What follows belongs to an exercise in optimizing a design on an open flow for small area, a short achievable clock period and few clock cycles per item; a production flow would make more cautious choices.
The RTL was checked by simulation tests, not by an equivalence proof against the original design.
Power and IR drop assume default switching activity.

==> run.sh <==
#!/bin/bash
# synth_recipe.tcl (not shown) runs the flow's synth.tcl, then flattens the netlist and writes it again
# the make line also repeats each setting of config.mk as NAME=value (left out here)
make -C /OpenROAD-flow-scripts/flow DESIGN_CONFIG=/design/flow/config.mk WORK_HOME=/design/flow/orfs CLKGATE_MAP_FILE= SYNTH_SCRIPT=/design/flow/synth_recipe.tcl finish
==> config.mk <==
export PLATFORM = sky130hd
export DESIGN_NAME = can_addr_filter
export DESIGN_NICKNAME = can_addr_filter
export VERILOG_FILES = /design/flow/design.v
export SDC_FILE = /design/flow/constraint.sdc
export NUM_CORES = 4
export LEC_CHECK = 0
export CAP_MARGIN = 20
export CORE_MARGIN = 2
export CORE_UTILIZATION = 30
export GPL_ROUTABILITY_DRIVEN = 1
export SLEW_MARGIN = 20
==> constraint.sdc <==
create_clock -name core_clock -period 10.0 [get_ports {clk}]
set_input_delay 2.0000 -clock core_clock [delete_from_list [all_inputs] [get_ports {clk}]]
set_output_delay 2.0000 -clock core_clock [all_outputs]
set_load 0.01 [all_outputs]
==> design.v <==
module can_addr_filter (
    input  wire        clk,
    input  wire        rst,           
    input  wire        in_valid,
    output wire        in_ready,
    input  wire        in_lookup,     
    input  wire [31:0] in_w0,
    input  wire [31:0] in_w1,
    input  wire [31:0] in_w2,
    input  wire [31:0] in_w3,
    output reg         out_valid,
    output reg         out_lookup,
    output reg  [31:0] out_r0,
    output reg  [31:0] out_r1,
    output reg         out_hit,
    output reg         out_exact,
    output reg  [10:0] out_len,
    output reg  [15:0] out_tag
);
    localparam NEXACT  = 8;
    localparam NMASKED = 8;
    localparam IW = $clog2(NMASKED);       
    localparam CW = $clog2(NMASKED + 1);   
    localparam [7:0] OPC_COMPOSE         = 8'h01;
    localparam [7:0] OPC_REGISTER        = 8'h10;
    localparam [7:0] OPC_REGISTER_MASKED = 8'h11;
    localparam [7:0] OPC_REMOVE          = 8'h12;
    localparam [7:0] OPC_REMOVE_MASKED   = 8'h13;
    localparam [7:0] ST_OK           = 8'h00;
    localparam [7:0] ST_ILLEGAL      = 8'h10;
    localparam [7:0] ST_ENTRY_EXISTS = 8'h11;
    localparam [7:0] ST_TABLE_FULL   = 8'h12;
    localparam [10:0] MAX_RECORD = 11'd1792;
    reg              ex_valid [0:NEXACT-1];
    reg  [31:0]      ex_key   [0:NEXACT-1];
    reg  [10:0]      ex_len   [0:NEXACT-1];
    reg  [15:0]      ex_tag   [0:NEXACT-1];
    reg  [CW-1:0]    mk_count;
    reg  [31:0]      mk_base  [0:NMASKED-1];
    reg  [31:0]      mk_mask  [0:NMASKED-1];
    reg  [10:0]      mk_len   [0:NMASKED-1];
    reg  [15:0]      mk_tag   [0:NMASKED-1];
    reg        busy;
    reg        rq_lookup;
    reg [31:0] rq_w0, rq_w1, rq_w2, rq_w3;
    assign in_ready = !busy;
    always @(posedge clk) begin
        if (rst) begin
            busy <= 1'b0;
        end else if (busy) begin
            busy <= 1'b0;
        end else if (in_valid) begin
            busy <= 1'b1;
        end
    end
    always @(posedge clk) begin
        if (!busy && in_valid) begin
            rq_lookup <= in_lookup;
            rq_w0     <= in_w0;
            rq_w1     <= in_w1;
            rq_w2     <= in_w2;
            rq_w3     <= in_w3;
        end
    end
    wire [7:0]  opc     = rq_w0[31:24];
    wire [10:0] cmd_len = rq_w0[10:0];
    wire [31:0] lk_key  = {1'b0, rq_w0[30], 1'b0, rq_w0[28:0]};
    wire [31:0] nbase   = rq_w1 & rq_w2;
    wire key1_bad  = rq_w1[31] | rq_w1[29];
    wire mask2_bad = rq_w2[31] | rq_w2[29];
    reg                 ex_lk_hit;
    reg [10:0]          ex_lk_len;
    reg [15:0]          ex_lk_tag;
    reg                 ex_cmd_hit;
    reg [NEXACT-1:0]    ex_cmd_match;
    reg                 ex_free_found;
    reg [$clog2(NEXACT)-1:0] ex_free_idx;
    integer i;
    always @* begin
        ex_lk_hit     = 1'b0;
        ex_lk_len     = 11'd0;
        ex_lk_tag     = 16'd0;
        ex_cmd_hit    = 1'b0;
        ex_cmd_match  = {NEXACT{1'b0}};
        ex_free_found = 1'b0;
        ex_free_idx   = 0;
        for (i = 0; i < NEXACT; i = i + 1) begin
            if (ex_valid[i] && ex_key[i] == lk_key) begin
                ex_lk_hit = 1'b1;
                ex_lk_len = ex_len[i];
                ex_lk_tag = ex_tag[i];
            end
            if (ex_valid[i] && ex_key[i] == rq_w1) begin
                ex_cmd_hit      = 1'b1;
                ex_cmd_match[i] = 1'b1;
            end
        end
        for (i = NEXACT - 1; i >= 0; i = i - 1) begin
            if (!ex_valid[i]) begin
                ex_free_found = 1'b1;
                ex_free_idx   = i[$clog2(NEXACT)-1:0];
            end
        end
    end
    reg                 mk_lk_hit;
    reg [10:0]          mk_lk_len;
    reg [15:0]          mk_lk_tag;
    reg                 mk_cmd_hit;
    reg [IW-1:0]        mk_cmd_idx;
    always @* begin
        mk_lk_hit  = 1'b0;
        mk_lk_len  = 11'd0;
        mk_lk_tag  = 16'd0;
        mk_cmd_hit = 1'b0;
        mk_cmd_idx = {IW{1'b0}};
        for (i = NMASKED - 1; i >= 0; i = i - 1) begin
            if (i < mk_count && (lk_key & mk_mask[i]) == mk_base[i]) begin
                mk_lk_hit = 1'b1;
                mk_lk_len = mk_len[i];
                mk_lk_tag = mk_tag[i];
            end
            if (i < mk_count && mk_mask[i] == rq_w2 && mk_base[i] == nbase) begin
                mk_cmd_hit = 1'b1;
                mk_cmd_idx = i[IW-1:0];
            end
        end
    end
    reg illegal;
    always @* begin
        case (opc)
            OPC_COMPOSE:
                illegal = (rq_w0[14:0] != 15'd0) || (rq_w1[31:21] != 11'd0);
            OPC_REGISTER:
                illegal = (rq_w0[23:11] != 13'd0) || (cmd_len > MAX_RECORD) ||
                          key1_bad || (rq_w2[31:16] != 16'd0);
            OPC_REGISTER_MASKED:
                illegal = (rq_w0[23:11] != 13'd0) || (cmd_len > MAX_RECORD) ||
                          key1_bad || mask2_bad || (rq_w3[31:16] != 16'd0);
            OPC_REMOVE:
                illegal = (rq_w0[23:0] != 24'd0) || key1_bad;
            OPC_REMOVE_MASKED:
                illegal = (rq_w0[23:0] != 24'd0) || key1_bad || mask2_bad;
            default:
                illegal = 1'b1;
        endcase
    end
    wire exec = busy;
    always @(posedge clk) begin
        if (rst) begin
            out_valid <= 1'b0;
        end else begin
            out_valid <= exec;
        end
    end
    always @(posedge clk) begin
        if (exec) begin
            out_lookup <= rq_lookup;
            out_r0     <= {ST_OK, 24'd0};
            out_r1     <= 32'd0;
            out_hit    <= 1'b0;
            out_exact  <= 1'b0;
            out_len    <= 11'd0;
            out_tag    <= 16'd0;
            if (rq_lookup) begin
                if (ex_lk_hit) begin
                    out_hit   <= 1'b1;
                    out_exact <= 1'b1;
                    out_len   <= ex_lk_len;
                    out_tag   <= ex_lk_tag;
                end else if (mk_lk_hit) begin
                    out_hit   <= 1'b1;
                    out_len   <= mk_lk_len;
                    out_tag   <= mk_lk_tag;
                end
            end else if (illegal) begin
                out_r0 <= {ST_ILLEGAL, 24'd0};
            end else begin
                case (opc)
                    OPC_COMPOSE:
                        out_r1 <= {1'b0, rq_w0[15], 1'b0, rq_w1[20:0], rq_w0[23:16]};
                    OPC_REGISTER:
                        if (ex_cmd_hit)
                            out_r0 <= {ST_ENTRY_EXISTS, 24'd0};
                        else if (!ex_free_found)
                            out_r0 <= {ST_TABLE_FULL, 24'd0};
                    OPC_REGISTER_MASKED:
                        if (mk_cmd_hit)
                            out_r0 <= {ST_ENTRY_EXISTS, 24'd0};
                        else if (mk_count == NMASKED)
                            out_r0 <= {ST_TABLE_FULL, 24'd0};
                    default: ;
                endcase
            end
        end
    end
    always @(posedge clk) begin
        if (rst) begin
            for (i = 0; i < NEXACT; i = i + 1)
                ex_valid[i] <= 1'b0;
        end else if (exec && !rq_lookup && !illegal) begin
            if (opc == OPC_REGISTER && !ex_cmd_hit && ex_free_found) begin
                ex_valid[ex_free_idx] <= 1'b1;
            end else if (opc == OPC_REMOVE) begin
                for (i = 0; i < NEXACT; i = i + 1)
                    if (ex_cmd_match[i])
                        ex_valid[i] <= 1'b0;
            end
        end
    end
    always @(posedge clk) begin
        if (exec && !rq_lookup && !illegal && opc == OPC_REGISTER &&
            !ex_cmd_hit && ex_free_found) begin
            ex_key[ex_free_idx] <= rq_w1;
            ex_len[ex_free_idx] <= cmd_len;
            ex_tag[ex_free_idx] <= rq_w2[15:0];
        end
    end
    wire mk_append = exec && !rq_lookup && !illegal && opc == OPC_REGISTER_MASKED &&
                     !mk_cmd_hit && mk_count != NMASKED;
    wire mk_remove = exec && !rq_lookup && !illegal && opc == OPC_REMOVE_MASKED &&
                     mk_cmd_hit;
    always @(posedge clk) begin
        if (rst) begin
            mk_count <= {CW{1'b0}};
        end else if (mk_append) begin
            mk_count <= mk_count + 1'b1;
        end else if (mk_remove) begin
            mk_count <= mk_count - 1'b1;
        end
    end
    always @(posedge clk) begin
        if (mk_append) begin
            mk_base[mk_count[IW-1:0]] <= nbase;
            mk_mask[mk_count[IW-1:0]] <= rq_w2;
            mk_len[mk_count[IW-1:0]]  <= cmd_len;
            mk_tag[mk_count[IW-1:0]]  <= rq_w3[15:0];
        end else if (mk_remove) begin
            for (i = 0; i < NMASKED - 1; i = i + 1) begin
                if (i >= mk_cmd_idx) begin
                    mk_base[i] <= mk_base[i+1];
                    mk_mask[i] <= mk_mask[i+1];
                    mk_len[i]  <= mk_len[i+1];
                    mk_tag[i]  <= mk_tag[i+1];
                end
            end
        end
    end
endmodule
==> metrics.md <==
| Metric | Value |
|---|---|
| Worst-path clk slew | `about 60 ps` |
| Slew Viols, Final | `0` |
| DIE AREA | `roughly 250,000 um2` |
| Syn avg cell area | `13.0 um2` |
| Slowest cell delay on critical path | `880 ps` |
| FP Rows | `roughly 180` |
| PnR Total Power | `13.6 mW` |
| RSZ-0062 raised after global routing | `false` |
| Maximum buffer depth of the clock tree | `3` |
| Final non-filler cell total | `9,202` |
| Sequential element share of the synthesized area | `57.6%` |
| Syn. warnings | `1` |
| I/O Buffers | `196` |
| Status | `no timing/DRC/antenna violations` |
| Async SR Flop Fraction | `0%` |
| Synthesized area | `between 70,000 and 80,000 um2` |
| Seq cells post-synth | `1,406` |
| Final TNS setup | `0 ps` |
| CP Capture Type | `register` |
| Vias | `52,700` |
| Distinct cells, synth | `84` |
| Postcts setup bufs | `0` |
| Core area | `243,000 um2` |
| Critical path class | `register to register` |
| Clk Latency, worst-skew pair | `870 ps` |
| Worst Tran Pin Value | `1210 ps` |
| Antenna viol nets, final | `0` |
| Layout cells sized above 1 | `a little under a fifth` |
| WL per Instance | `around 38 um` |
| Nets | `between 5,000 and 6,000` |
| Initial antenna violation count | `23` |
| Clock Skews | `around 76 ps` |
| GR Overflow Total | `0` |
| Post-cts sizing count | `0` |
| Crit share post-route | `73.4%` |
| Vias in the first global route | `roughly 48,000` |
| Leakage | `28.2 nW` |
| Number of flops mapped to enable cells by yosys | `1,392` |
| Area Overhead vs Synth | `15.8%` |
| H-tree levels | `4` |
| Worst Path Buf+Inv | `2` |
| Final min period | `~7300 ps` |
| WL final | `between 300,000 and 400,000 um` |
| First-pass GRT wire length | `about 450,000 um` |
| Root Driver | `clkbuf_16` |
| Cell count after synthesis | `around 5,600` |
| Endpoints failing hold | `0` |
| Fill cell count | `around 24,000` |
| CTS Buf Count | `159` |
| Initial core utilization | `30.1%` |
| Die Span X | `498 um` |
| Max-slew headroom | `18.8%` |
| Total track usage | `26.9%` |
| Worst endpoint required time | `10,600 ps` |
| DP HPWL | `244,000 um` |
| Pin count of the biggest net entering global routing | `92` |
| Crit path cell chain | `nand2_1 -> o21ai_0 -> or4_1 -> nor4_1 -> nand4_1 -> nand4_1 -> nand2_4 -> o21bai_4 -> buf_4 -> buf_4 -> mux2_2` |
| CP top delay family | `simple AND/OR/NAND/NOR gates` |
| Max Cap Viol | `0` |
| Final Setup Violations | `0` |
| DRC marker count from the first detailed-route iteration | `between 8,000 and 9,000` |
| Post-synth top flop | `edfxtp_1` |
| Maximum vdd drop | `approximately 0.14 mV` |
| Placed insts | `approximately 8,900` |
| Critical path arrival | `just under 8000 ps` |
| Setup crit start kind | `register` |
| # DRC | `0` |
| Hold Path Class | `register to register` |
| P per Cell Area | `approximately 160 nW/um2` |
| Pre-antenna DRT Iters | `6` |
| Chip Height | `498 um` |
| CTS tree | `done` |
| Clk sink count | `1,406` |
| Placer Congestion | `~1.1` |
| CP max stage cell | `o21bai_4` |
| # IOs | `228` |
| FMAX | `0.136 GHz` |
| Hold Buf Count CTS | `0` |
| Vias per inst | `5.73` |
| Crit-path max FO | `46` |
-- cell type report --
cell class	instances	area, um2	share of cell area (%)
Sequential cell	1406	42100	49.7
Antenna cell	17	42.5	0.0502
Inverter	169	639	0.755
Timing Repair Buffer	400	3590	4.24
Clock inverter	93	1020	1.20
Multi-Input combinational cell	3717	29100	34.3
Tap cell	3202	4010	4.73
Clock buffer	198	4230	4.99
-- state kept, by name, indices dropped and copies added (netlist names), 3 cells and up --
| register | cells |
|---|---|
| ex_key | 256 |
| mk_base | 256 |
| mk_mask | 256 |
| ex_tag | 128 |
| mk_tag | 128 |
| ex_len | 88 |
| mk_len | 88 |
| rq_w0 | 32 |
| rq_w1 | 32 |
| rq_w2 | 32 |
| rq_w3 | 32 |
| out_r1 | 30 |
| out_tag | 16 |
| out_len | 11 |
| ex_valid | 8 |
| mk_count | 4 |
| out_r0 | 3 |
-- cell families (layout without fill, tap and decap cells) --
group | after synthesis | count (layout) | share of synthesized area (%)
XOR/XNOR | 1034 | 1034 | 12.4
AO/OA/AOI/OAI | 680 | 680 | 6.33
multiplexers | 669 | 669 | 10.7
adder cells (fa/ha/maj) | 4 | 4 | 0.0685
AND/OR/NAND/NOR | 1299 | 1299 | 9.71
other | 1 | 48 | 0.00513
flip-flops | 1406 | 1406 | 57.6
buffers and inverters | 526 | 860 | 3.21
-- layer usage --
metal	track usage (%)	vias to the layer above	wire length, um
met1	37.8	27100	144000
met5	0	-	79
met2	38.7	3586	145000
met4	11.5	12	17200
met3	7.04	568	39400
li1	-	21400	-
-- placed cells by master, fill, tap and decap left out, drive strengths merged, types with 17 or more instances in the layout --
cell type	instances
xor2	477
nand2	325
o311ai	26
nor3	63
diode	17
and3	108
or2	40
a21boi	21
clkdlybuf4s50	196
a31o	24
buf	204
a211oi	40
o2111ai	19
clkinv	68
o21bai	30
nand2b	18
clkbuf	198
nand4	179
mux2	593
xnor2	557
and3b	19
a21o	44
edfxtp	1392
o22ai	46
a21oi	154
conb	31
nor3b	27
nor2	123
o21ai	119
mux2i	76
and2	52
a2111oi	57
inv	175
o22a	17
or4	55
o21a	25
nand3	94
nor4	147
-- cells in the mapped netlist, types with 14 or more instances --
library cell | n | area share [%]
dfxtp_1 | 14 | 0.38
mux2_2 | 533 | 8.2
mux2_4 | 34 | 0.70
or2_2 | 40 | 0.34
o21bai_1 | 30 | 0.31
xnor2_1 | 557 | 6.7
nor4_1 | 143 | 1.2
inv_1 | 169 | 0.87
buf_4 | 35 | 0.36
o22a_1 | 17 | 0.20
and2_1 | 52 | 0.44
o21ai_0 | 115 | 0.79
buf_6 | 15 | 0.23
nand2b_1 | 18 | 0.15
mux2i_1 | 46 | 0.63
nor3b_1 | 27 | 0.28
o22ai_1 | 46 | 0.39
xor2_1 | 477 | 5.7
nor3_1 | 63 | 0.43
and3_1 | 107 | 0.92
buf_1 | 62 | 0.32
nor2_1 | 123 | 0.63
a211oi_1 | 40 | 0.41
a31o_2 | 24 | 0.29
o311ai_1 | 19 | 0.23
a2111oi_0 | 57 | 0.68
or4_1 | 55 | 0.56
nand4_1 | 178 | 1.5
buf_2 | 102 | 0.70
mux2_1 | 26 | 0.40
a21boi_0 | 21 | 0.22
a21o_1 | 44 | 0.45
nand2_1 | 324 | 1.7
o2111ai_1 | 19 | 0.23
and3b_1 | 19 | 0.23
o21a_1 | 25 | 0.26
nand3_1 | 94 | 0.64
clkbuf_1 | 143 | 0.73
mux2i_4 | 20 | 0.62
a21oi_1 | 154 | 1.1
edfxtp_1 | 1392 | 57
-- power breakdown --
part | total [mW] | internal, mW | switching, mW | leakage [nW]
registers | 6.55 | 6.52 | 0.0311 | 12.8
logic | 1.09 | 0.341 | 0.753 | 12.8
clock network | 6.00 | 3.35 | 2.65 | 2.53
-- worst paths after layout --
path | startpoint | endpoint | slack (ps) | cells after the start
worst min register to register | rq_w2[10]$_DFFE_PP_ | ex_tag[0][10]$_DFFE_PP_ | 460 | 0
worst max-delay path | rq_w2[6]$_DFFE_PP_ | mk_tag[2][0]$_DFFE_PP_ | 2660 | 11
worst min-delay path | rq_w2[10]$_DFFE_PP_ | ex_tag[0][10]$_DFFE_PP_ | 460 | 0
worst max register to register | rq_w2[6]$_DFFE_PP_ | mk_tag[2][0]$_DFFE_PP_ | 2660 | 11
-- through the flow --
stage | cell area (um2) | worst slack [ps] | hold slack [ps] | utilization (%)
2_1_floorplan | 73200 | 12.3 | 476 | -
3_3_place_gp | 79300 | 2860 | 434 | 32.7
3_5_place_dp | 79400 | 2780 | 453 | 32.7
4_1_cts | 84600 | 2760 | 458 | 34.8
5_1_grt | 84700 | 2620 | 476 | 34.9
6_report | 84700 | 2660 | 462 | 34.9
Testbench counts, summed over its fixed seeds: cycles 16,196, items 8,096.

==> afterwards: timing with drivers on the ports <==
In the flow no input, the clock included, has a driving cell. The finished layout below was timed again as built, in two steps. Step 1: set_driving_cell puts a clkbuf_16 on clk and a buf_2 on each other input, an assumption about the parent block. Step 2 also shifts input and output timing later by t, the mid clock arrival at the registers, as if the neighbouring blocks saw the same clock. Three values: ideal, step 1, step 2; two values: the first two.
t, ns: 0.916
slack for setup (ns): 2.664 / 2.664 / 2.664
latest minus earliest clock arrival (ns): 0.076 / 0.076
After both steps setup and hold are still met in this run. The setup slack of this run moves by 0.000 ns with the drivers and by 0.000 ns with both steps.
